What follows belongs to an exercise in optimizing a design on an open flow for small area, a short achievable clock period and few clock cycles per item; a production flow would make more cautious choices.
At most, simulation tests tie the RTL to the original design; equivalence was not proved.
The RTL of runs 2 to 5 was laid out without a check of its function.
Power figures rest on the tool's default switching activity, not on a simulated workload.

--- config.mk ---
export PLATFORM = sky130hd
export DESIGN_NAME = fquot
export DESIGN_NICKNAME = fquot
export VERILOG_FILES = /design/flow/design.v
export SDC_FILE = /design/flow/constraint.sdc
export NUM_CORES = 4
export LEC_CHECK = 0
export CAP_MARGIN = 20
export CORE_MARGIN = 2
export CORE_UTILIZATION = 40
export SLEW_MARGIN = 20
--- constraint.sdc ---
create_clock -name core_clock -period 10.0 [get_ports {clk}]
set_input_delay 2.0000 -clock core_clock [delete_from_list [all_inputs] [get_ports {clk}]]
set_output_delay 2.0000 -clock core_clock [all_outputs]
set_load 0.01 [all_outputs]
--- design.v ---
module fquot (
    input  wire        clk,
    input  wire        rst,         
    input  wire        start,
    input  wire [47:0] n,
    input  wire [31:0] d,
    output reg         busy,
    output reg         done,
    output reg  [63:0] q
);
    localparam S_IDLE    = 2'd0;
    localparam S_DIV     = 2'd1;
    localparam S_ROUND   = 2'd2;
    localparam S_SPECIAL = 2'd3;
    reg [1:0]  state;
    reg [48:0] rem;             
    reg [47:0] div;             
    reg [54:0] quo;             
    reg [5:0]  cnt;
    reg signed [12:0] exp_base;  
    reg [5:0] ln;
    reg [5:0] ld;
    integer i;
    always @* begin
        ln = 6'd0;
        for (i = 0; i < 48; i = i + 1)
            if (n[i]) ln = i[5:0];
        ld = 6'd0;
        for (i = 0; i < 32; i = i + 1)
            if (d[i]) ld = i[5:0];
    end
    wire [47:0] n_norm = n << (6'd47 - ln);
    wire [47:0] d_norm = {d, 16'd0} << (6'd31 - ld);
    wire        ge      = rem >= {1'b0, div};
    wire [48:0] rem_sub = ge ? rem - {1'b0, div} : rem;
    wire        top     = quo[54];
    wire [52:0] sig     = top ? quo[54:2] : quo[53:1];
    wire        rbit    = top ? quo[1] : quo[0];
    wire        sticky  = (top & quo[0]) | (rem != 49'd0);
    wire        inc     = rbit & (sticky | sig[0]);
    wire [53:0] sig_rnd = {1'b0, sig} + {53'd0, inc};
    wire signed [12:0] exp_unb = exp_base - (top ? 13'sd0 : 13'sd1) + (sig_rnd[53] ? 13'sd1 : 13'sd0);
    wire [10:0] exp_bits = exp_unb[10:0] + 11'd1023;
    wire [51:0] frac     = sig_rnd[53] ? sig_rnd[52:1] : sig_rnd[51:0];
    always @(posedge clk) begin
        if (rst) begin
            state    <= S_IDLE;
            busy     <= 1'b0;
            done     <= 1'b0;
            q        <= 64'd0;
            rem      <= 49'd0;
            div      <= 48'd0;
            quo      <= 55'd0;
            cnt      <= 6'd0;
            exp_base <= 13'sd0;
        end else begin
            done <= 1'b0;
            case (state)
                S_IDLE: begin
                    if (start) begin
                        busy <= 1'b1;
                        if (d == 32'd0) begin
                            q     <= 64'h7FF0_0000_0000_0000;
                            state <= S_SPECIAL;
                        end else if (n == 48'd0) begin
                            q     <= 64'd0;
                            state <= S_SPECIAL;
                        end else begin
                            rem      <= {1'b0, n_norm};
                            div      <= d_norm;
                            quo      <= 55'd0;
                            cnt      <= 6'd0;
                            exp_base <= $signed({7'd0, ln}) - $signed({7'd0, ld});
                            state    <= S_DIV;
                        end
                    end
                end
                S_DIV: begin
                    quo <= {quo[53:0], ge};
                    rem <= {rem_sub[47:0], 1'b0};
                    cnt <= cnt + 6'd1;
                    if (cnt == 6'd54) state <= S_ROUND;
                end
                S_ROUND: begin
                    q     <= {1'b0, exp_bits, frac};
                    busy  <= 1'b0;
                    done  <= 1'b1;
                    state <= S_IDLE;
                end
                S_SPECIAL: begin
                    busy  <= 1'b0;
                    done  <= 1'b1;
                    state <= S_IDLE;
                end
                default: state <= S_IDLE;
            endcase
        end
    end
endmodule
--- run.sh ---
#!/bin/bash
# synth_recipe.tcl (not shown) runs the flow's synth.tcl, then flattens the netlist and writes it again
# the make line also repeats each setting of config.mk as NAME=value (left out here)
make -C /OpenROAD-flow-scripts/flow DESIGN_CONFIG=/design/flow/config.mk WORK_HOME=/design/flow/orfs CLKGATE_MAP_FILE= SYNTH_SCRIPT=/design/flow/synth_recipe.tcl finish
==> reports/results.ini, run 1 <==
[clock_tree]
root_buffer=clkbuf_16
h-tree-depth=1
postCtsHoldBufs=0
clk_latency_ns=0.56
cts_buffer_depth=3
clkTransAtPathRegs_ns=0.06
ctsResizeCount=0
numCtsBuffers=26
cts_sinks=216
cts_tree=built
cts_setup_buffers=0

[critical_path]
crit_type=in -> reg
rrSetupSlack_ns=4.64
end_kind=flop
crit-reg2reg-capture=q[56]
crit_path_start_kind=input pin
timing.rr.start=quo[54]
critical_path_required_ns=10.45
critPathMaxFanout=52
reg2reg_depth=20
critPathArrivalTime_ns=6.75
crit_start=n[9]

[final_layout]
fin_nets=2670
mostFrequentLayoutCell=nor2_1
drive_gt1_frac=0.0718
most-common-layout-cells=nor2_1 (287), nand2_1 (233), dfxtp_1 (215)
antenna_cells=0
syn2layout_area_growth_pct=14.2
final_util=0.465
final_cell_area_um2=21100

[timing]
finalSetupTns_ns=0
finClkSkew_ns=0.0238
setup_viol=0
finalCriticalPeriod_ns=6.30
fin_crit_sh=0.630
report.final.slew_viol_count=0
fmax_mhz=159
slew-limit-headroom=0.387
hold_viol=0
worst_pin_slew_ns=0.911
rsz0062_at_grt=false

[floorplanning]
die_y_um=219
die_x_um=219
fp.coreArea_um2=45500
die_area_um2=48000
io_pins=149
start_util=0.407
num_rows=78

[synthesis]
yosysWarningCount=1
synth_top_area_cell=dfxtp_1
synthCells=2518
avgSynthCellArea_um2=7.35
synth_top_family_by_area=compound AO/OA/AOI/OAI gates
ys_ff_latch=216
synthesis.area_um2=18500
synth_edf_count=0
synth_area_leaders=dfxtp_1 (23%), mux2i_1 (6.2%), nor2_1 (5.9%)
synth_compound_area_frac=0.313
synth_mux_area_frac=0.0855
synth_nets=2646
synth_flop_cell=dfxtp_1
ys_types=103
synthAdderAreaFrac=0.0308
synthXorXnorAreaFrac=0.0331
yosysTopAreaCellShare=0.234
seq_area_frac_synth=0.234
ys_async_sr_fraction=0
synth-simple-area-share=0.241

[power]
power.internal_mw=1.95
combPwrFrac=0.356
ir_drop_mv=0.112
seqPwrFrac=0.311
leakage_nw=7.55
p_switching_mw=1.15
powerDensity_nw_per_um2=146
clockPowerShare=0.334
p_sw_frac=0.370
power.total_mw=3.09

[min_path]
whs_path_depth=2
hold_class=reg -> reg
whs_endpoint=q[9]
hp-start=q[9]

[drt]
drc=0
via_count=20331
viasPerCell=6.43
postRouteAntennaNets=0
wl_mm=72.9
initialDrtViolationCount=2127
dr.pass1.iters=6
wl_per_cell_um=23.1

[run]
cap_violations=0

[grt]
grt-ovfl-total=0
antenna_found_initial=2
grt_pass1_vias=18828
grtUsageTotal=0.295
grt_pass1_wl_mm=112
grt_max_degree=75

[place]
placed_area_um2=20200
hpwl_mm=54.3
portBuffers=147
gp_congestion=0.991

[run_status]
outcome=finished clean

layer usage:
layer | wire length (um) | GRT usage | part of all wire
met1 | 31600 | 0.400 | 0.43
met2 | 32400 | 0.462 | 0.44
met3 | 6160 | 0.0613 | 0.085
met4 | 2750 | 0.107 | 0.038
met5 | 31 | 0 | 0.00043
kinds of logic (layout without fill, tap and decap cells):
kind of cell	after synthesis	after routing
AO/OA/AOI/OAI	843	843
XOR/XNOR	70	70
adder cells (fa/ha/maj)	45	45
buffers and inverters	272	315
flip-flops	216	216
multiplexers	151	151
other	1	1
AND/OR/NAND/NOR	920	920
sequential cells by signal, summed over array words and instances, names as in the netlist:
signal / count
quo: 55
exp_base: 7
q: 63
rem: 49
state: 2
busy: 1
done: 1
div: 32
cnt: 6
worst max path at each step:
stage | endpoint | slack [ns] | depth (start not counted)
2_1_floorplan | exp_base[5] | 4.78 | 18
3_3_place_gp | rem[29] | 3.29 | 11
3_5_place_dp | rem[29] | 3.30 | 11
4_1_cts | rem[29] | 3.87 | 11
5_1_grt | rem[32] | 3.55 | 12
6_report | rem[32] | 3.70 | 12
power groups by stage:
stage | Clock, mW | Combinational [mW] | Sequential (mW)
2_1_floorplan | 0 | 0.747 | 0.955
3_3_place_gp | 0 | 1.06 | 0.976
3_5_place_dp | 0 | 1.07 | 0.977
4_1_cts | 1.05 | 1.07 | 0.959
5_1_grt | 1.09 | 1.18 | 0.965
6_report | 1.03 | 1.10 | 0.961
Yosys cell counts, drive strengths merged, types with 19 or more instances:
cell type  number
a211oi         51
or4            21
o22ai          26
nand3          81
inv            80
mux2           33
nor2          293
ha             44
buf            87
and2           24
nor4           39
a31oi          38
mux2i         116
clkbuf        101
a21oi         188
and3           33
nor2b          25
nand4          36
dfxtp         216
xor2           33
o21ai         134
a311oi         19
a221oi         23
a21o           26
nor3           63
o211ai         42
a22oi         101
xnor2          37
nand2         236
o31ai          28
metrics by stage:
| stage | worst slack (ns) | std cells | hold WS (ns) |
|---|---|---|---|
| final | 3.70 | 3161 | 0.452 |
| after global routing | 3.55 | 3161 | 0.472 |
| after CTS | 3.87 | 3161 | 0.455 |
| after detailed placement | 3.30 | 3114 | 0.449 |
| after global placement | 3.29 | 3114 | 0.442 |
| after floorplan | 4.78 | 2518 | 0.435 |
final cells by class:
class / count / area, um^2
multi-input combinational: 2030 / 13100
clock buffer: 36 / 769
fill: 4661 / 24300
sequential: 216 / 4330
timing repair buffer: 184 / 1750
inverter: 84 / 315
clock inverter: 11 / 165
tap: 600 / 751
critical path, cell delays in order:
cell and delay (ns):
clkdlybuf4s50_1 0.51, or4_1 0.66, o211ai_1 0.31, a31o_2 0.27, nand2_2 0.05, buf_4 0.30, inv_2 0.46, buf_4 0.47
nand2_1 0.46, nor2_1 0.69, o22ai_1 0.23, nor4_1 0.32
Testbench counts, summed over its fixed seeds: cycles 28,799, divisions 512.
==> run 2: changes to the inputs <==
==> design.v (replaced) <==
module fquot (
    input  wire        clk,
    input  wire        rst,         
    input  wire        start,
    input  wire [47:0] n,
    input  wire [31:0] d,
    output reg         busy,
    output reg         done,
    output reg  [63:0] q
);
    reg        run;             
    reg        dvd;             
    reg [31:0] rem;             
    reg [31:0] dv;              
    reg [6:0]  em1;             
    reg [5:0]  cnt;             
    wire        n_ok  = rem[30];
    wire        n_z8  = (rem[30:23] == 8'd0);
    wire        n_z   = n_z8 && (rem[22:0] == 23'd0) && (q[63:47] == 17'd0);
    wire        d_ok  = dv[31];
    wire        d_z8  = (dv[31:24] == 8'd0);
    wire        d_z   = (dv == 32'd0);
    wire        norm  = dvd || (n_ok && d_ok);
    wire [32:0] x     = {rem, q[63]};
    wire [32:0] diff  = x - {1'b0, dv};
    wire        ge    = norm && !diff[32];
    wire [31:0] rnext = ge ? diff[31:0] : x[31:0];
    wire [6:0]  sn    = n_ok ? 7'd0 : (n_z8 ? 7'd8 : 7'd1);
    wire [6:0]  sd    = d_ok ? 7'd0 : (d_z8 ? 7'd8 : 7'd1);
    wire        sticky = (rem != 32'd0);
    wire        inc    = q[0] & (sticky | q[1]);
    wire [52:0] frnd   = {1'b0, q[52:1]} + {52'd0, inc};
    wire [6:0]  ez     = em1 + {6'd0, frnd[52]};
    wire [10:0] ebits  = {~ez[6], {3{ez[6]}}, ez};
    always @(posedge clk) begin
        if (rst) begin
            busy <= 1'b0;
            done <= 1'b0;
            run  <= 1'b0;
        end else begin
            done <= 1'b0;
            if (!busy) begin
                if (start) begin
                    busy <= 1'b1;
                    run  <= 1'b1;
                end
            end else if (run) begin
                if (!dvd && (d_z || n_z)) begin
                    busy <= 1'b0;
                    done <= 1'b1;
                    run  <= 1'b0;
                end else if (norm && cnt == 6'd53) begin
                    run <= 1'b0;
                end
            end else begin
                busy <= 1'b0;
                done <= 1'b1;
            end
        end
    end
    always @(posedge clk) begin
        if (!busy) begin
            if (start) begin
                rem <= {1'b0, n[47:17]};
                q   <= {n[16:0], 47'd0};
                dv  <= d;
                em1 <= 7'd15;
                cnt <= 6'd0;
                dvd <= 1'b0;
            end
        end else if (run) begin
            if (!dvd && d_z) begin
                q <= 64'h7FF0_0000_0000_0000;
            end else if (!dvd && n_z) begin
                q <= 64'd0;
            end else if (norm) begin
                dvd <= 1'b1;
                rem <= rnext;
                q   <= {q[62:0], ge};
                if (ge || cnt != 6'd0) cnt <= cnt + 6'd1;
                else em1 <= em1 - 7'd1;
            end else begin
                if (!n_ok) begin
                    if (n_z8) begin
                        rem <= {rem[23:0], q[63:56]};
                        q   <= {q[55:0], 8'd0};
                    end else begin
                        rem <= {rem[30:0], q[63]};
                        q   <= {q[62:0], 1'b0};
                    end
                end
                if (!d_ok) dv <= d_z8 ? {dv[23:0], 8'd0} : {dv[30:0], 1'b0};
                em1 <= em1 + sd - sn;
            end
        end else begin
            q <= {1'b0, ebits, frnd[51:0]};
        end
    end
endmodule
==> run 2 against run 1 <==
Core utilization is 3.2 points higher. Design area shrank 34%. Register-to-register slack gained 0.24 ns. Fmax is 23% higher. Routed wire length down 48%. Global-route usage is 4.6 points lower. Still clean on timing, DRC and antenna. Clock power shrank 37%.
==> reports/results.ini, run 2 <==
[run_status]
outcome=finished clean

[clock_tree]
clk_latency_ns=0.45  ; -0.11 ns
clkTransAtPathRegs_ns=0.08  ; +0.02 ns
postCtsHoldBufs=0  ; unchanged
h-tree-depth=4  ; +3
ctsResizeCount=0  ; unchanged
root_buffer=clkbuf_16
cts_setup_buffers=0  ; unchanged
cts_tree=built
cts_sinks=145  ; -33%
cts_buffer_depth=2  ; -1
numCtsBuffers=17  ; -35%

[drt]
wl_per_cell_um=21.3  ; -7.5%
initialDrtViolationCount=1159  ; -46%
postRouteAntennaNets=0  ; unchanged
via_count=10717  ; -47%
dr.pass1.iters=5  ; -1
wl_mm=38.1  ; -48%
drc=0  ; unchanged
viasPerCell=6.00  ; -6.7%

[synthesis]
synth_flop_cell=edfxtp_1
synthesis.area_um2=11400  ; -38%
synthCells=1289  ; -49%
synth_nets=1428  ; -46%
netlist_top_cells_count=edfxtp_1 (142), nand2_1 (121), a21oi_1 (120)
ys_types=71  ; -31%
yosysMostFrequentCell=edfxtp_1
synth_edf_count=142  ; +142
synth_top_family_by_area=compound AO/OA/AOI/OAI gates
ys_ff_latch=145  ; -33%
seq_area_frac_synth=0.378  ; +0.145
synth_top_area_cell=edfxtp_1
synth_area_leaders=edfxtp_1 (37%), ha_1 (5.8%), a21oi_1 (5.3%)
synthAdderAreaFrac=0.0633  ; +0.0325
avgSynthCellArea_um2=8.87  ; +21%
ys_async_sr_fraction=0  ; unchanged
yosysTopAreaCellShare=0.373  ; +0.140
yosysWarningCount=1  ; unchanged
synthXorXnorAreaFrac=0.0728  ; +0.0397
synth_mux_area_frac=0.0501  ; -0.0353
synth_compound_area_frac=0.199  ; -0.114
synth-simple-area-share=0.185  ; -0.0554

[final_layout]
regMostFlops=q
mostFrequentLayoutCell=clkdlybuf4s50_1
fill_cells=2740  ; -41%
largest_reg_flops=64  ; +1.6%
syn2layout_area_growth_pct=21.4
top_regs=q: 64 flops, dv: 32 flops, rem: 32 flops
final_cells=1785  ; -44%
drive_gt1_frac=0.0533  ; -0.0185
most-common-layout-cells=clkdlybuf4s50_1 (148), edfxtp_1 (142), nand2_1 (121)
fin_nets=1532  ; -43%
final_cell_area_um2=13900  ; -34%

[critical_path]
crit_slowest_cell=or4_1
cp.buffers_inverters=0  ; -4
critical_path_depth=17  ; +5
critPathArrivalTime_ns=5.32  ; -1.43 ns
rrSetupSlack_ns=4.88  ; +0.24 ns
reg2reg_depth=17  ; -15%
critical_path_required_ns=10.20  ; -0.25 ns
critPathMaxFanout=18  ; -65%
crit_start=rem[25]
critPathTopFamily=simple AND/OR/NAND/NOR gates
cp_cell_sequence=nor4_1 -> nand2_1 -> or4_1 -> o31a_1 -> ha_1 -> ha_1 -> nand4_1 -> or4_1 -> or3_1 -> nor3_1 -> ha_1 -> ha_1 -> nand4_1 -> xor2_1 -> o21ai_0 -> a21oi_1 -> nor2_1
timing.rr.start=rem[25]
end_kind=flop
cp_common_cell=ha_1
crit-reg2reg-capture=q[60]
crit_end=q[60]
crit_path_start_kind=flop
slowest_delay_ns=0.76  ; +0.07 ns
crit_type=reg -> reg

[floorplanning]
start_util=0.409  ; +0.00212
die_area_um2=29900  ; -38%
die_y_um=173  ; -21%
fp.coreArea_um2=27900  ; -39%
num_rows=61  ; -22%
die_x_um=173  ; -21%
io_pins=149  ; unchanged

[timing]
report.final.slew_viol_count=0  ; unchanged
finalSetupTns_ns=0  ; unchanged
worst_pin_slew_ns=1.01  ; +0.102 ns
slew-limit-headroom=0.315  ; -0.0726
finalCriticalPeriod_ns=5.12  ; -1.18 ns
setup_viol=0  ; unchanged
fin_crit_sh=0.512  ; -0.118
rsz0062_at_grt=false
finClkSkew_ns=0.0218  ; -0.00200 ns
fmax_mhz=195  ; +23%
setup_slack_ns=4.88  ; +1.18 ns
hold_viol=0  ; unchanged

[place]
hpwl_mm=27.4  ; -50%
placed_area_um2=13200  ; -35%
place_ws_ns=4.97  ; +1.67 ns
place_inst=1749  ; -44%
gp_congestion=0.883  ; -11%
portBuffers=148  ; +0.68%

[power]
power.total_mw=2.16  ; -30%
leakage_nw=4.86  ; -36%
powerDensity_nw_per_um2=156  ; +6.5%
ir_drop_mv=0.0860  ; -23%

[grt]
grt-ovfl-total=0  ; unchanged
grt_max_degree=69  ; -8.0%
grtUsageTotal=0.250  ; -0.0458
grt_pass1_wl_mm=59.5  ; -47%
grt_pass1_vias=10069  ; -47%
antenna_found_initial=1  ; -1

[run]
cap_violations=0  ; unchanged

[min_path]
hold_class=reg -> reg

==> run 2: cells by family after synthesis <==
group	after synthesis
simple gates	430
buf+inv	152
mux	57
xor+xnor	95
fa+ha+maj	56
compound gates	354
flops	145
==> run 2: worst min-delay path by stage <==
stage                    to  slack, ns  cells after the start  startpoint
floorplan               dvd       0.56                      0        busy
global placement     dv[25]       0.62                      2      dv[24]
detailed placement    dv[7]       0.64                      2       dv[6]
CTS                  dv[25]       0.66                      2      dv[24]
global route        rem[24]       0.69                      2     rem[23]
finish               dv[25]       0.65                      2      dv[24]
==> run 2: tightest hold or removal path: cells and delay by family (launching register included) <==
kind            cells  cell delay, ns
compound gates      2            0.16
flops               1            0.38
==> run 2: metrics by stage <==
| stage | util | hold WS (ns) |
|---|---|---|
| after detailed placement | 0.473 | 0.644 |
| after CTS | 0.494 | 0.662 |
| after floorplan | - | 0.555 |
| after global routing | 0.497 | 0.691 |
| after global placement | 0.473 | 0.624 |
| final | 0.497 | 0.654 |
==> run 2: area by class of cell <==
cell class	instances	area (um^2)	share of cell area
sequential	145	4330	0.312
timing repair buffer	164	1640	0.118
clock inverter	15	166	0.0120
multi-input combinational	992	6570	0.473
inverter	73	274	0.0197
clock buffer	17	425	0.0307
antenna	1	2.50	0.000180
tap	378	473	0.0341
==> run 2: where the power goes <==
| part | switching, mW | internal [mW] |
|---|---|---|
| logic | 0.380 | 0.286 |
| clock network | 0.314 | 0.334 |
| registers | 0.0997 | 0.751 |
==> run 2: metal layers <==
layer / vias to the layer above / GRT usage / share of wire
met4: 0 / 0.0653 / 0.015
met2: 395 / 0.378 / 0.45
met5: - / 0 / 0
li1: 4992 / - / -
met1: 5294 / 0.373 / 0.47
met3: 36 / 0.0341 / 0.063
==> run 3: changes to the inputs <==
--- a/config.mk
+++ b/config.mk
@@ -5,7 +5,9 @@
 export SDC_FILE = /design/flow/constraint.sdc
 export NUM_CORES = 4
 export LEC_CHECK = 0
+export ABC_CLOCK_PERIOD_IN_PS = 2000
 export CAP_MARGIN = 20
 export CORE_MARGIN = 2
 export CORE_UTILIZATION = 40
+export SETUP_SLACK_MARGIN = 5
 export SLEW_MARGIN = 20
==> run 3 against run 2 <==
Still clean on timing, DRC and antenna. Flip-flop and latch count unchanged. First-iteration DRC count increased by 1.5%. Design area down 0.20%. Synthesized area unchanged. Sequential share of layout area rose by 0.062 points. Core utilization fell by 0.099 points. Critical path depth rose by 1. Total power up 0.24%. Hold slack worse by 0.0086 ns. Sequential power hardly changed. Critical path type unchanged. Highest routed layer unchanged.
==> reports/results.ini, run 3 <==
[run_status]
outcome=finished clean

[synthesis]
yosysWarningCount=1  ; unchanged
synth_edf_count=142  ; unchanged
synth_flop_cell=edfxtp_1
yosysMostFrequentCell=edfxtp_1
yosysTopAreaCellShare=0.373  ; unchanged
synthesis.area_um2=11400  ; unchanged
netlist_top_cells_count=edfxtp_1 (142), nand2_1 (121), a21oi_1 (120)
ys_types=71  ; unchanged
seq_area_frac_synth=0.378  ; unchanged
ys_async_sr_fraction=0  ; unchanged
synthCells=1289  ; unchanged
synth_area_leaders=edfxtp_1 (37%), ha_1 (5.8%), a21oi_1 (5.3%)
synth_top_area_cell=edfxtp_1
ys_ff_latch=145  ; unchanged
avgSynthCellArea_um2=8.87  ; unchanged
synth_nets=1428  ; unchanged

[power]
combPwrFrac=0.303  ; -0.005
p_sw_frac=0.367  ; +0.000930
ir_drop_mv=0.0881  ; +2.5%
power.internal_mw=1.37  ; about the same
power.total_mw=2.17  ; +0.24%
p_switching_mw=0.797  ; +0.49%
leakage_nw=4.86  ; about the same
seqPwrFrac=0.394  ; about the same
clockPowerShare=0.303  ; +0.004
powerDensity_nw_per_um2=157  ; +0.44%

[place]
portBuffers=148  ; unchanged
place_ws_ns=5.08  ; +0.114 ns
gp_congestion=0.911  ; +3.1%
hpwl_mm=27.4  ; about the same
placed_area_um2=13200  ; unchanged

[grt]
gr-usage-met1=0.367  ; -0.00596
grt-ovfl-total=0  ; unchanged
top_usage_layer=met2
grt_pass1_wl_mm=59.1  ; -0.72%
use_met2=0.377  ; -0.00117
antenna_found_initial=0  ; -1
use_met3=0.0378  ; +0.00374
grt_max_degree=74  ; +7.2%
grtUsageTotal=0.248  ; -0.00166
grt_pass1_vias=10162  ; +0.92%

[final_layout]
largest_reg_flops=64  ; unchanged
fill_cells=2702  ; -1.4%
syn2layout_area_growth_pct=21.2
final_cell_area_um2=13800  ; -0.20%
drive_gt1_frac=0.0548  ; +0.00146
fin_nets=1531  ; -0.065%
mostFrequentLayoutCell=clkdlybuf4s50_1
top_regs=q: 64 flops, dv: 32 flops, rem: 32 flops
most-common-layout-cells=clkdlybuf4s50_1 (148), edfxtp_1 (142), nand2_1 (121)
regMostFlops=q
antenna_cells=0  ; -1

[drt]
initialDrtViolationCount=1176  ; +1.5%
dr.pass1.iters=6  ; +1
viasPerCell=5.93  ; -1.3%
wl_mm=38.0  ; -0.16%
wl_per_cell_um=21.3  ; about the same
drc=0  ; unchanged
postRouteAntennaNets=0  ; unchanged
via_count=10569  ; -1.4%

[clock_tree]
h-tree-depth=4  ; unchanged
clk_latency_ns=0.45  ; about the same
cts_sinks=145  ; unchanged
cts_setup_buffers=0  ; unchanged
cts_buffer_depth=2  ; unchanged
root_buffer=clkbuf_16
postCtsHoldBufs=0  ; unchanged
clkTransAtPathRegs_ns=0.08  ; about the same
cts_tree=built
numCtsBuffers=17  ; unchanged
ctsResizeCount=0  ; unchanged

[critical_path]
critical_path_required_ns=10.20  ; about the same
timing.rr.start=rem[25]
crit_slowest_cell=or4_1
crit_type=reg -> reg
cp.buffers_inverters=1  ; +1
crit_path_start_kind=flop
reg2reg_depth=18  ; +1
slowest_delay_ns=0.59  ; -0.17 ns
cp_cell_sequence=nor4_1 -> nand2_1 -> buf_4 -> or4_1 -> o31a_1 -> ha_1 -> ha_1 -> nand4_1 -> or4_1 -> or3_4 -> nor3_1 -> ha_1 -> ha_1 -> nand4_1 -> xor2_1 -> o21ai_2 -> a21oi_1 -> nor2_1
crit_start=rem[25]
crit_end=q[59]
critical_path_depth=18  ; +1
end_kind=flop
critPathTopFamily=simple AND/OR/NAND/NOR gates
rrSetupSlack_ns=5.39  ; +0.51 ns
crit-reg2reg-capture=q[59]
critPathArrivalTime_ns=4.81  ; -0.51 ns
critPathMaxFanout=18  ; unchanged
cp_common_cell=ha_1

[floorplanning]
num_rows=61  ; unchanged
die_x_um=173  ; unchanged
die_y_um=173  ; unchanged
start_util=0.409  ; unchanged
die_area_um2=29900  ; unchanged
io_pins=149  ; unchanged
fp.coreArea_um2=27900  ; unchanged

[timing]
setup_viol=0  ; unchanged
fin_crit_sh=0.461  ; -0.0512
fmax_mhz=217  ; +11%
finalSetupTns_ns=0  ; unchanged
finClkSkew_ns=0.0254  ; +0.00357 ns
slew-limit-headroom=0.285  ; -0.0294
rsz0062_at_grt=false
hold_viol=0  ; unchanged
holdWs_ns=0.645  ; -0.00863 ns
report.final.slew_viol_count=0  ; unchanged
finalCriticalPeriod_ns=4.61  ; -0.512 ns
worst_pin_slew_ns=1.07  ; +0.0560 ns
setup_slack_ns=5.39  ; +0.512 ns

[min_path]
hold_class=reg -> reg

[run]
cap_violations=0  ; unchanged

-- run 3: cell counts after synthesis --
Identical to the previous run, type by type.
-- run 3: routing by layer --
metal | vias up | routed length [um]
li1 | 4992 | -
met1 | 5083 | 17700
met2 | 440 | 17000
met3 | 54 | 2560
met4 | 0 | 739
met5 | - | 0
-- run 3: area by class of cell --
class,count,area [um^2],area share
multi-input cells,992,6570,0.474
clock inverters,15,186,0.0135
well taps,378,473,0.0342
repair inverters,1,5.00,0.000361
flip-flops and latches,145,4330,0.312
inverters,73,278,0.0201
clock buffers,17,425,0.0307
repair buffers,162,1590,0.115
-- run 3: metrics by stage --
stage                     std cells  utilization
after floorplan                1289            -
after global placement         1750        0.473
after detailed placement       1750        0.473
after CTS                      1782        0.495
after global routing           1783        0.496
final                          1783        0.496
-- run 3: power by group through the flow --
stage                     Combinational (mW)  Sequential, mW  Clock (mW)
final                                  0.657           0.853       0.658
after global routing                   0.719           0.862       0.689
after CTS                              0.652           0.851       0.663
after detailed placement               0.647           0.864           0
after global placement                 0.647           0.862           0
after floorplan                        0.424           0.832           0
-- run 3: worst min path at each step --
stage	from	to	slack, ns	cells after the start
global route	dv[25]	dv[26]	0.68	2
finish	dv[3]	dv[4]	0.65	2
detailed placement	dv[24]	dv[25]	0.64	2
floorplan	busy	dvd	0.56	0
global placement	dv[6]	dv[7]	0.63	2
CTS	dv[24]	dv[25]	0.65	2
-- run 3: kinds of logic (layout without fill, tap and decap cells) --
kind of cell / after synthesis / count (layout) / share of synthesized area
adder cells (fa/ha/maj): 56 / 56 / 0.0633
AO/OA/AOI/OAI: 354 / 354 / 0.199
multiplexers: 57 / 57 / 0.0501
AND/OR/NAND/NOR: 430 / 430 / 0.185
XOR/XNOR: 95 / 95 / 0.0728
buffers and inverters: 152 / 268 / 0.0514
flip-flops: 145 / 145 / 0.378
-- run 3: worst min-delay path, cell delays in order, from the launching register on --
cell,delay [ns]
edfxtp_1,0.37
nand2_1,0.06
o2bb2ai_1,0.11
==> run 4: changes to the inputs <==
==> design.v (replaced) <==
module fquot (
    input  wire        clk,
    input  wire        rst,         
    input  wire        start,
    input  wire [47:0] n,
    input  wire [31:0] d,
    output reg         busy,
    output reg         done,
    output reg  [63:0] q
);
    reg        run;             
    reg        dvd;             
    reg        zn, zd;          
    reg [31:0] rem;             
    reg [31:0] dv;              
    reg [6:0]  em1;             
    reg [5:0]  cnt;             
    wire        n_ok  = rem[30];
    wire        n_z8  = (rem[30:23] == 8'd0);
    wire        d_ok  = dv[31];
    wire        d_z8  = (dv[31:24] == 8'd0);
    wire        go    = dvd || (n_ok && d_ok);
    wire        spec  = zn || zd;
    wire        last1 = (cnt == 6'd53);             
    wire [32:0] x1    = {rem, q[63]};
    wire [32:0] df1   = x1 - {1'b0, dv};
    wire        ge1   = go && !df1[32];
    wire [31:0] r1    = ge1 ? df1[31:0] : x1[31:0];
    wire [32:0] x2    = {r1, q[62]};
    wire [32:0] df2   = x2 - {1'b0, dv};
    wire        ge2   = !df2[32];
    wire [31:0] r2    = ge2 ? df2[31:0] : x2[31:0];
    wire [6:0]  sn    = n_ok ? 7'd0 : (n_z8 ? 7'd8 : 7'd1);
    wire [6:0]  sd    = d_ok ? 7'd0 : (d_z8 ? 7'd8 : 7'd1);
    wire        sticky = (rem != 32'd0);
    wire        inc    = q[0] & (sticky | q[1]);
    wire [52:0] frnd   = {1'b0, q[52:1]} + {52'd0, inc};
    wire [6:0]  ez     = em1 + {6'd0, frnd[52]};
    wire [10:0] ebits  = {~ez[6], {3{ez[6]}}, ez};
    always @(posedge clk) begin
        if (rst) begin
            busy <= 1'b0;
            done <= 1'b0;
            run  <= 1'b0;
        end else begin
            done <= 1'b0;
            if (!busy) begin
                if (start) begin
                    busy <= 1'b1;
                    run  <= 1'b1;
                end
            end else if (run) begin
                if (spec) begin
                    busy <= 1'b0;
                    done <= 1'b1;
                    run  <= 1'b0;
                end else if (dvd && (last1 || cnt == 6'd52)) begin
                    run <= 1'b0;
                end
            end else begin
                busy <= 1'b0;
                done <= 1'b1;
            end
        end
    end
    always @(posedge clk) begin
        if (!busy) begin
            rem <= {1'b0, n[47:17]};
            dv  <= d;
            zn  <= (n == 48'd0);
            zd  <= (d == 32'd0);
            em1 <= 7'd15;
            cnt <= 6'd0;
            dvd <= 1'b0;
            if (start)
                q <= {n[16:0], 47'd0};
        end else if (run) begin
            if (spec) begin
                q <= {1'b0, {11{zd}}, 52'd0};
            end else if (go) begin
                dvd <= 1'b1;
                if (last1) begin
                    rem <= r1;
                    q   <= {q[62:0], ge1};
                    cnt <= cnt + 6'd1;
                end else begin
                    rem <= r2;
                    q   <= {q[61:0], ge1, ge2};
                    if (ge1 || cnt != 6'd0) cnt <= cnt + 6'd2;
                    else begin
                        cnt <= 6'd1;
                        em1 <= em1 - 7'd1;
                    end
                end
            end else begin
                if (!n_ok) begin
                    if (n_z8) begin
                        rem <= {rem[23:0], q[63:56]};
                        q   <= {q[55:0], 8'd0};
                    end else begin
                        rem <= r1;
                        q   <= {q[62:0], 1'b0};
                    end
                end
                if (!d_ok) dv <= d_z8 ? {dv[23:0], 8'd0} : {dv[30:0], 1'b0};
                em1 <= em1 + sd - sn;
            end
        end else begin
            q <= {1'b0, ebits, frnd[51:0]};
        end
    end
endmodule
--- a/config.mk
+++ b/config.mk
@@ -5,9 +5,7 @@
 export SDC_FILE = /design/flow/constraint.sdc
 export NUM_CORES = 4
 export LEC_CHECK = 0
-export ABC_CLOCK_PERIOD_IN_PS = 2000
 export CAP_MARGIN = 20
 export CORE_MARGIN = 2
 export CORE_UTILIZATION = 40
-export SETUP_SLACK_MARGIN = 5
 export SLEW_MARGIN = 20
==> run 4 against run 3 <==
Critical endpoint is now rem[26]. Cell count grew 23%. Die area rose by 19%. Clock power increased by 8.7%. Sequential share of layout area is 4.9 points lower. Fmax fell by 42%. Highest routed layer unchanged.
==> reports/results.ini, run 4 <==
[critical_path]
reg2reg_depth=26  ; +8
crit-reg2reg-capture=rem[26]
slowest_delay_ns=0.74  ; +0.15 ns
critPathTopFamily=compound AO/OA/AOI/OAI gates
crit_slowest_cell=nand2_1
rrSetupSlack_ns=2.01  ; -3.38 ns
timing.rr.start=q[63]
cp_common_cell=inv_1
critPathArrivalTime_ns=8.19  ; +3.38 ns
end_kind=flop
crit_type=reg -> reg
critPathMaxFanout=17  ; -1
cp.buffers_inverters=4  ; +3
crit_path_start_kind=flop
critical_path_required_ns=10.20  ; about the same

[clock_tree]
cts_buffer_depth=2  ; unchanged
clk_latency_ns=0.45  ; about the same
h-tree-depth=4  ; unchanged
cts_setup_buffers=0  ; unchanged
clkTransAtPathRegs_ns=0.07  ; about the same
numCtsBuffers=17  ; unchanged
ctsResizeCount=0  ; unchanged
root_buffer=clkbuf_16
postCtsHoldBufs=0  ; unchanged
cts_tree=built
cts_sinks=147  ; +1.4%

[timing]
finalSetupTns_ns=0  ; unchanged
setup_viol=0  ; unchanged
rsz0062_at_grt=false
worst_pin_slew_ns=1.02  ; -0.0511 ns
holdWs_ns=0.531  ; -0.114 ns
finClkSkew_ns=0.0199  ; -0.00554 ns
fmax_mhz=125  ; -42%
report.final.slew_viol_count=0  ; unchanged
slew-limit-headroom=0.315  ; +0.0294
finalCriticalPeriod_ns=7.99  ; +3.38 ns
hold_viol=0  ; unchanged
fin_crit_sh=0.799  ; +0.338
setup_slack_ns=2.01  ; -3.38 ns

[synthesis]
seq_area_frac_synth=0.310  ; -0.0684
synth_edf_count=129  ; -9.2%
synthesis.area_um2=13700  ; +20%
yosysWarningCount=1  ; unchanged
synth_area_leaders=edfxtp_1 (28%), ha_1 (7.8%), nor2_1 (5.2%)
synth_flop_cell=edfxtp_1
netlist_top_cells_count=nor2_1 (188), edfxtp_1 (129), a21oi_1 (110), nand2_1 (110), clkbuf_1 (87)
yosysMostFrequentCell=nor2_1
ys_async_sr_fraction=0  ; unchanged
yosysTopAreaCellShare=0.284  ; -0.0895
synth_top_area_cell=edfxtp_1
ys_types=79  ; +11%
ys_ff_latch=147  ; +1.4%
synthCells=1662  ; +29%
avgSynthCellArea_um2=8.22  ; -7.3%
synth_nets=1834  ; +28%

[final_layout]
mostFrequentLayoutCell=nor2_1
largest_reg_flops=64  ; unchanged
syn2layout_area_growth_pct=17.7
regMostFlops=q
final_cells=2196  ; +23%
most-common-layout-cells=nor2_1 (187), clkdlybuf4s50_1 (148), edfxtp_1 (129)
top_regs=q: 64 flops, dv: 32 flops, rem: 32 flops
antenna_cells=0  ; unchanged
drive_gt1_frac=0.0475  ; -0.00732
fin_nets=1907  ; +25%
fill_cells=3235  ; +20%

[floorplanning]
num_rows=67  ; +9.8%
io_pins=149  ; unchanged
die_area_um2=35600  ; +19%
fp.coreArea_um2=33600  ; +20%
die_x_um=189  ; +9.1%
start_util=0.406  ; -0.00278
die_y_um=189  ; +9.1%

[drt]
drc=0  ; unchanged
wl_per_cell_um=22.5  ; +5.5%
postRouteAntennaNets=0  ; unchanged
wl_mm=49.4  ; +30%
dr.pass1.iters=6  ; unchanged
viasPerCell=6.25  ; +5.4%
initialDrtViolationCount=1551  ; +32%
via_count=13723  ; +30%

[min_path]
whs_path_depth=2  ; unchanged
hold_class=reg -> reg
whs_endpoint=dvd
hp-start=dvd

[grt]
grt_pass1_vias=12955  ; +27%
grt-ovfl-total=0  ; unchanged
grt_pass1_wl_mm=76.7  ; +30%
grt_max_degree=65  ; -12%
grtUsageTotal=0.275  ; +0.0269
antenna_found_initial=0  ; unchanged

[place]
place_ws_ns=2.15  ; -2.93 ns
gp_congestion=0.957  ; +5.0%
place_inst=2164  ; +24%
hpwl_mm=37.2  ; +36%
portBuffers=148  ; unchanged

[run_status]
outcome=finished clean

[power]
ir_drop_mv=0.163  ; +85%
powerDensity_nw_per_um2=191  ; +22%
leakage_nw=5.93  ; +22%
power.total_mw=3.06  ; +41%

[run]
cap_violations=0  ; unchanged

run 4: cell families after synthesis:
logic type / synth area share
simple gates: 0.203
compound gates: 0.261
buf+inv: 0.0564
xor+xnor: 0.0705
fa+ha+maj: 0.0837
flops: 0.310
mux: 0.0156
run 4: power by group:
group | switching (mW) | total [mW] | internal (mW)
clock network | 0.310 | 0.715 | 0.405
logic | 0.884 | 1.47 | 0.589
registers | 0.120 | 0.876 | 0.757
run 4: metrics by stage:
step                 util  cell area [um^2]
finish              0.478             16100
global placement    0.459             15400
floorplan               -             13700
global route        0.478             16100
detailed placement  0.459             15400
CTS                 0.478             16100
run 4: worst register-to-register path, cell delays in order (launching register included):
cell and delay, ns:
edfxtp_1 0.44, inv_1 0.09, ha_1 0.16, inv_1 0.05
fa_1 0.43, a211oi_2 0.24, o21ai_2 0.13, o21ai_2 0.31
a2111o_1 0.28, a311oi_2 0.14, or3_1 0.48, nand2_1 0.74
mux2i_1 0.33, inv_1 0.12, ha_1 0.34, a21o_1 0.21
or3_1 0.30, o21a_1 0.23, a311o_1 0.41, a41oi_1 0.26
nand3b_1 0.19, a21oi_1 0.13, a21oi_1 0.26, or2_1 0.60
buf_4 0.34, mux2_4 0.32, a31o_1 0.21
run 4: layer usage:
layer | share of wire | vias to the layer above | track usage
li1 | - | 6446 | -
met1 | 0.45 | 6546 | 0.392
met2 | 0.44 | 634 | 0.422
met3 | 0.078 | 97 | 0.0466
met4 | 0.031 | 0 | 0.0874
met5 | 0 | - | 0
run 4: worst max path at each step:
stage	start	endpoint	slack, ns	depth (start not counted)
after floorplan	q[63]	rem[26]	3.72	28
after global placement	q[63]	rem[26]	2.22	26
after detailed placement	q[63]	rem[26]	2.15	26
after CTS	q[63]	rem[26]	2.11	26
after global routing	q[63]	rem[26]	1.60	26
final	q[63]	rem[26]	2.01	26
run 4: layout make-up:
class	instances	area (um^2)	area share
Clock buffer	17	425	0.0265
Inverter	84	315	0.0196
Timing Repair Buffer	166	1620	0.101
Tap cell	448	561	0.0349
Multi-Input combinational cell	1319	8700	0.541
Clock inverter	15	215	0.0134
Sequential cell	147	4240	0.264
==> run 5: changes to the inputs <==
--- a/design.v
+++ b/design.v
@@ -17,8 +17,10 @@
     reg [5:0]  cnt;             
     wire        n_ok  = rem[30];
     wire        n_z8  = (rem[30:23] == 8'd0);
+    wire        n_z2  = (rem[30:29] == 2'd0);
     wire        d_ok  = dv[31];
     wire        d_z8  = (dv[31:24] == 8'd0);
+    wire        d_z2  = (dv[31:30] == 2'd0);
     wire        go    = dvd || (n_ok && d_ok);
     wire        spec  = zn || zd;
     wire        last1 = (cnt == 6'd53);             
@@ -28,10 +30,10 @@
     wire [31:0] r1    = ge1 ? df1[31:0] : x1[31:0];
     wire [32:0] x2    = {r1, q[62]};
     wire [32:0] df2   = x2 - {1'b0, dv};
-    wire        ge2   = !df2[32];
+    wire        ge2   = go && !df2[32];
     wire [31:0] r2    = ge2 ? df2[31:0] : x2[31:0];
-    wire [6:0]  sn    = n_ok ? 7'd0 : (n_z8 ? 7'd8 : 7'd1);
-    wire [6:0]  sd    = d_ok ? 7'd0 : (d_z8 ? 7'd8 : 7'd1);
+    wire [6:0]  sn    = n_ok ? 7'd0 : n_z8 ? 7'd8 : n_z2 ? 7'd2 : 7'd1;
+    wire [6:0]  sd    = d_ok ? 7'd0 : d_z8 ? 7'd8 : d_z2 ? 7'd2 : 7'd1;
     wire        sticky = (rem != 32'd0);
     wire        inc    = q[0] & (sticky | q[1]);
     wire [52:0] frnd   = {1'b0, q[52:1]} + {52'd0, inc};
@@ -97,12 +99,15 @@
                     if (n_z8) begin
                         rem <= {rem[23:0], q[63:56]};
                         q   <= {q[55:0], 8'd0};
+                    end else if (n_z2) begin
+                        rem <= r2;
+                        q   <= {q[61:0], 2'd0};
                     end else begin
                         rem <= r1;
                         q   <= {q[62:0], 1'b0};
                     end
                 end
-                if (!d_ok) dv <= d_z8 ? {dv[23:0], 8'd0} : {dv[30:0], 1'b0};
+                if (!d_ok) dv <= d_z8 ? {dv[23:0], 8'd0} : d_z2 ? {dv[29:0], 2'd0} : {dv[30:0], 1'b0};
                 em1 <= em1 + sd - sn;
             end
         end else begin
--- a/config.mk
+++ b/config.mk
@@ -8,4 +8,5 @@
 export CAP_MARGIN = 20
 export CORE_MARGIN = 2
 export CORE_UTILIZATION = 40
+export SETUP_SLACK_MARGIN = 5
 export SLEW_MARGIN = 20
==> run 5 against run 4 <==
Still clean. Total power grew 27%. Cell count rose by 20%. Fmax increased by 36%. Sequential power rose by 4.8%. Clock skew fell by 0.0073 ns. Synthesized area rose by 13%. Clock power fell by 6.4%. Worst setup slack improved by 2.1 ns. Register-to-register slack improved by 2.1 ns. Count of clock-buffer cells in the layout increased by 3.
==> reports/results.ini, run 5 <==
[power]
power.total_mw=3.90  ; +27%
leakage_nw=7.14  ; +20%
ir_drop_mv=0.139  ; -15%
powerDensity_nw_per_um2=197  ; +3.4%

[grt]
grt_pass1_vias=15615  ; +21%
antenna_found_initial=1  ; +1
grt_max_degree=85  ; +31%
grt_pass1_wl_mm=95.3  ; +24%
grt-ovfl-total=0  ; unchanged
grtUsageTotal=0.315  ; +0.0400

[floorplanning]
start_util=0.407  ; +0.00109
fp.coreArea_um2=37800  ; +12%
num_rows=71  ; +6.0%
die_x_um=200  ; +6.0%
die_y_um=200  ; +6.0%
io_pins=149  ; unchanged
die_area_um2=40000  ; +12%

[final_layout]
drive_gt1_frac=0.161  ; +0.114
final_cell_area_um2=19800  ; +23%
fill_cells=3569  ; +10%
mostFrequentLayoutCell=nand2_1
final_cells=2639  ; +20%
top_regs=q: 64 flops, dv: 32 flops, rem: 32 flops
regMostFlops=q
fin_nets=2285  ; +20%
most-common-layout-cells=nand2_1 (248), a21oi_1 (182), nor2_1 (156)
syn2layout_area_growth_pct=28.6
largest_reg_flops=64  ; unchanged
antenna_cells=0  ; unchanged
final_util=0.524  ; +0.0459

[synthesis]
ys_types=78  ; -1.3%
netlist_top_cells_count=nand2_1 (255), a21oi_1 (189), nor2_1 (162)
avgSynthCellArea_um2=7.82  ; -4.9%
synth_top_area_cell=edfxtp_1
ys_ff_latch=147  ; unchanged
synthesis.area_um2=15400  ; +13%
ys_async_sr_fraction=0  ; unchanged
yosysTopAreaCellShare=0.252  ; -0.0318
yosysWarningCount=1  ; unchanged
synth_flop_cell=edfxtp_1
synthCells=1968  ; +18%
synth_nets=2138  ; +17%
seq_area_frac_synth=0.275  ; -0.0347
yosysMostFrequentCell=nand2_1
synth_edf_count=129  ; unchanged
synth_area_leaders=edfxtp_1 (25%), ha_1 (6.7%), nand2_1 (6.2%)

[critical_path]
crit_path_start_kind=flop
cp_cell_sequence=ha_4 -> and3_4 -> a221o_1 -> a21o_1 -> a2111o_1 -> o21ai_4 -> nand3_4 -> buf_12 -> nand2_1 -> o21ai_1 -> ha_1 -> and4_1 -> nand2_2 -> or3_1 -> a211o_1 -> a211oi_4 -> o21ai_4 -> and2_4 -> mux2_4 -> or4_4 -> o311ai_1
crit_type=reg -> reg
critPathMaxFanout=8  ; -9
cp_common_cell=o21ai_4
rrSetupSlack_ns=4.14  ; +2.13 ns
critPathArrivalTime_ns=6.13  ; -2.06 ns
end_kind=flop
critical_path_required_ns=10.27  ; +0.07 ns
crit_slowest_cell=edfxtp_1
slowest_delay_ns=0.51  ; -0.23 ns

[place]
placed_area_um2=17200  ; +11%
hpwl_mm=43.7  ; +17%
portBuffers=148  ; unchanged
gp_congestion=0.986  ; +3.1%
place_ws_ns=2.87  ; +0.716 ns
place_inst=2498  ; +15%

[drt]
viasPerCell=6.44  ; +3.1%
wl_mm=64.0  ; +30%
initialDrtViolationCount=2255  ; +45%
drc=0  ; unchanged
wl_per_cell_um=24.2  ; +7.8%
dr.pass1.iters=6  ; unchanged
postRouteAntennaNets=0  ; unchanged
via_count=17003  ; +24%

[clock_tree]
cts_buffer_depth=2  ; unchanged
root_buffer=clkbuf_16
numCtsBuffers=17  ; unchanged
postCtsHoldBufs=0  ; unchanged
h-tree-depth=4  ; unchanged
cts_tree=built
clkTransAtPathRegs_ns=0.07  ; about the same
clk_latency_ns=0.45  ; about the same
cts_sinks=147  ; unchanged

[timing]
fin_crit_sh=0.586  ; -0.213
fmax_mhz=171  ; +36%
holdWs_ns=0.525  ; -0.00581 ns
setup_slack_ns=4.14  ; +2.13 ns
rsz0062_at_grt=true
finalSetupTns_ns=0  ; unchanged
finClkSkew_ns=0.0125  ; -0.00734 ns
report.final.slew_viol_count=0  ; unchanged
setup_viol=0  ; unchanged
slew-limit-headroom=0.281  ; -0.0340
worst_pin_slew_ns=1.08  ; +0.0578 ns
finalCriticalPeriod_ns=5.86  ; -2.13 ns
hold_viol=0  ; unchanged

[min_path]
hold_class=reg -> reg

[run]
cap_violations=0  ; unchanged

[run_status]
outcome=finished clean

## run 5: cell types whose count changed after synthesis, moves of 26 or more
cell,previous run,this run
a21oi_1,110,189
mux2i_1,13,91
o32ai_1,40,3
nor2_1,188,162
nand2_1,110,255
clkbuf_1,87,119
nand3_1,80,52
o21ai_0,76,125
## run 5: metal layers
| layer | vias up | GRT usage | part of all wire |
|---|---|---|---|
| met3 | 152 | 0.0565 | 0.11 |
| met5 | - | 0 | 0.00020 |
| met1 | 8106 | 0.434 | 0.42 |
| li1 | 7619 | - | - |
| met2 | 1124 | 0.485 | 0.44 |
| met4 | 2 | 0.132 | 0.039 |
## run 5: cells by family after synthesis
group,count (synthesis),synth area share
fa+ha+maj,87,0.0732
mux,102,0.0678
xor+xnor,111,0.0632
simple gates,643,0.192
buf+inv,234,0.0603
flops,147,0.275
compound gates,644,0.268
## run 5: cell type report
class,instances,area [um^2],share of cell area
Timing Repair Buffer,275,2660,0.134
Clock inverter,12,133,0.00670
Multi-Input combinational cell,1592,11400,0.574
Tap cell,511,639,0.0323
Clock buffer,20,437,0.0221
Inverter,82,320,0.0162
Sequential cell,147,4240,0.214
## run 5: worst paths after layout
check	start	end	cells past startpoint
max	rem[27]	rem[8]	21
min	cnt[0]	cnt[0]	2
max reg2reg	rem[27]	rem[8]	21
min reg2reg	cnt[0]	cnt[0]	2
## run 5: critical path: cells and delay by family, from the launching register on
kind            cells  cell delay [ns]
simple gates        8             1.69
compound gates      9             2.21
buf+inv             1             0.24
mux                 1             0.35
fa+ha+maj           2             0.68
flops               1             0.51
## run 5: report_power, final
group	total, mW	switching [mW]	internal [mW]	leakage (nW)
Sequential	0.918	0.155	0.764	1.47
Clock	0.669	0.300	0.369	0.282
Combinational	2.31	1.28	1.04	5.38
Total	3.90	1.73	2.17	7.14
## run 5: timing repair
| action | CTS | global route |
|---|---|---|
| cloned | 9 | 0 |
| endpoints found under the setup margin | 33 | 33 |
| buffers inserted | 62 | 38 |
| endpoints found under the hold margin | 0 | 0 |
| gates resized for setup | 163 | 60 |
| pin swaps | 55 | 40 |

## static timing again, ports no longer ideal
In the flow no input, the clock included, has a driving cell. The finished layouts below were timed again as built, in two steps. Step 1: set_driving_cell puts a clkbuf_16 on clk and a buf_2 on each other input, an assumption about the parent block. Step 2 moves the port delays by t, midway between the first and last clock arrival at a register: inputs arrive t later, outputs are due t later. That takes back most of the time a late clock gives input paths. a / b / c = ideal ports / drivers / drivers and shift; a / b = the first two.
| run | t (ns) | setup WS [ns] | worst slew at a driven data input, ns | pins driven straight from the clock port |
|---|---|---|---|---|
| run 1 | 0.607 | 3.696 / 3.733 / 3.126 | 0.04 | 1 |
| run 2 | 0.485 | 4.876 / 4.876 / 4.876 | 0.08 | 1 |
| run 3 | 0.483 | 5.389 / 5.389 / 5.389 | 0.08 | 1 |
| run 4 | 0.496 | 2.011 / 2.011 / 2.011 | 0.05 | 1 |
| run 5 | 0.493 | 4.142 / 4.142 / 4.142 | 0.09 | 1 |
After both steps setup and hold are still met in every run listed. The setup slack of run 1, which loses most, moves by +0.037 ns with the drivers and by -0.570 ns with both steps.
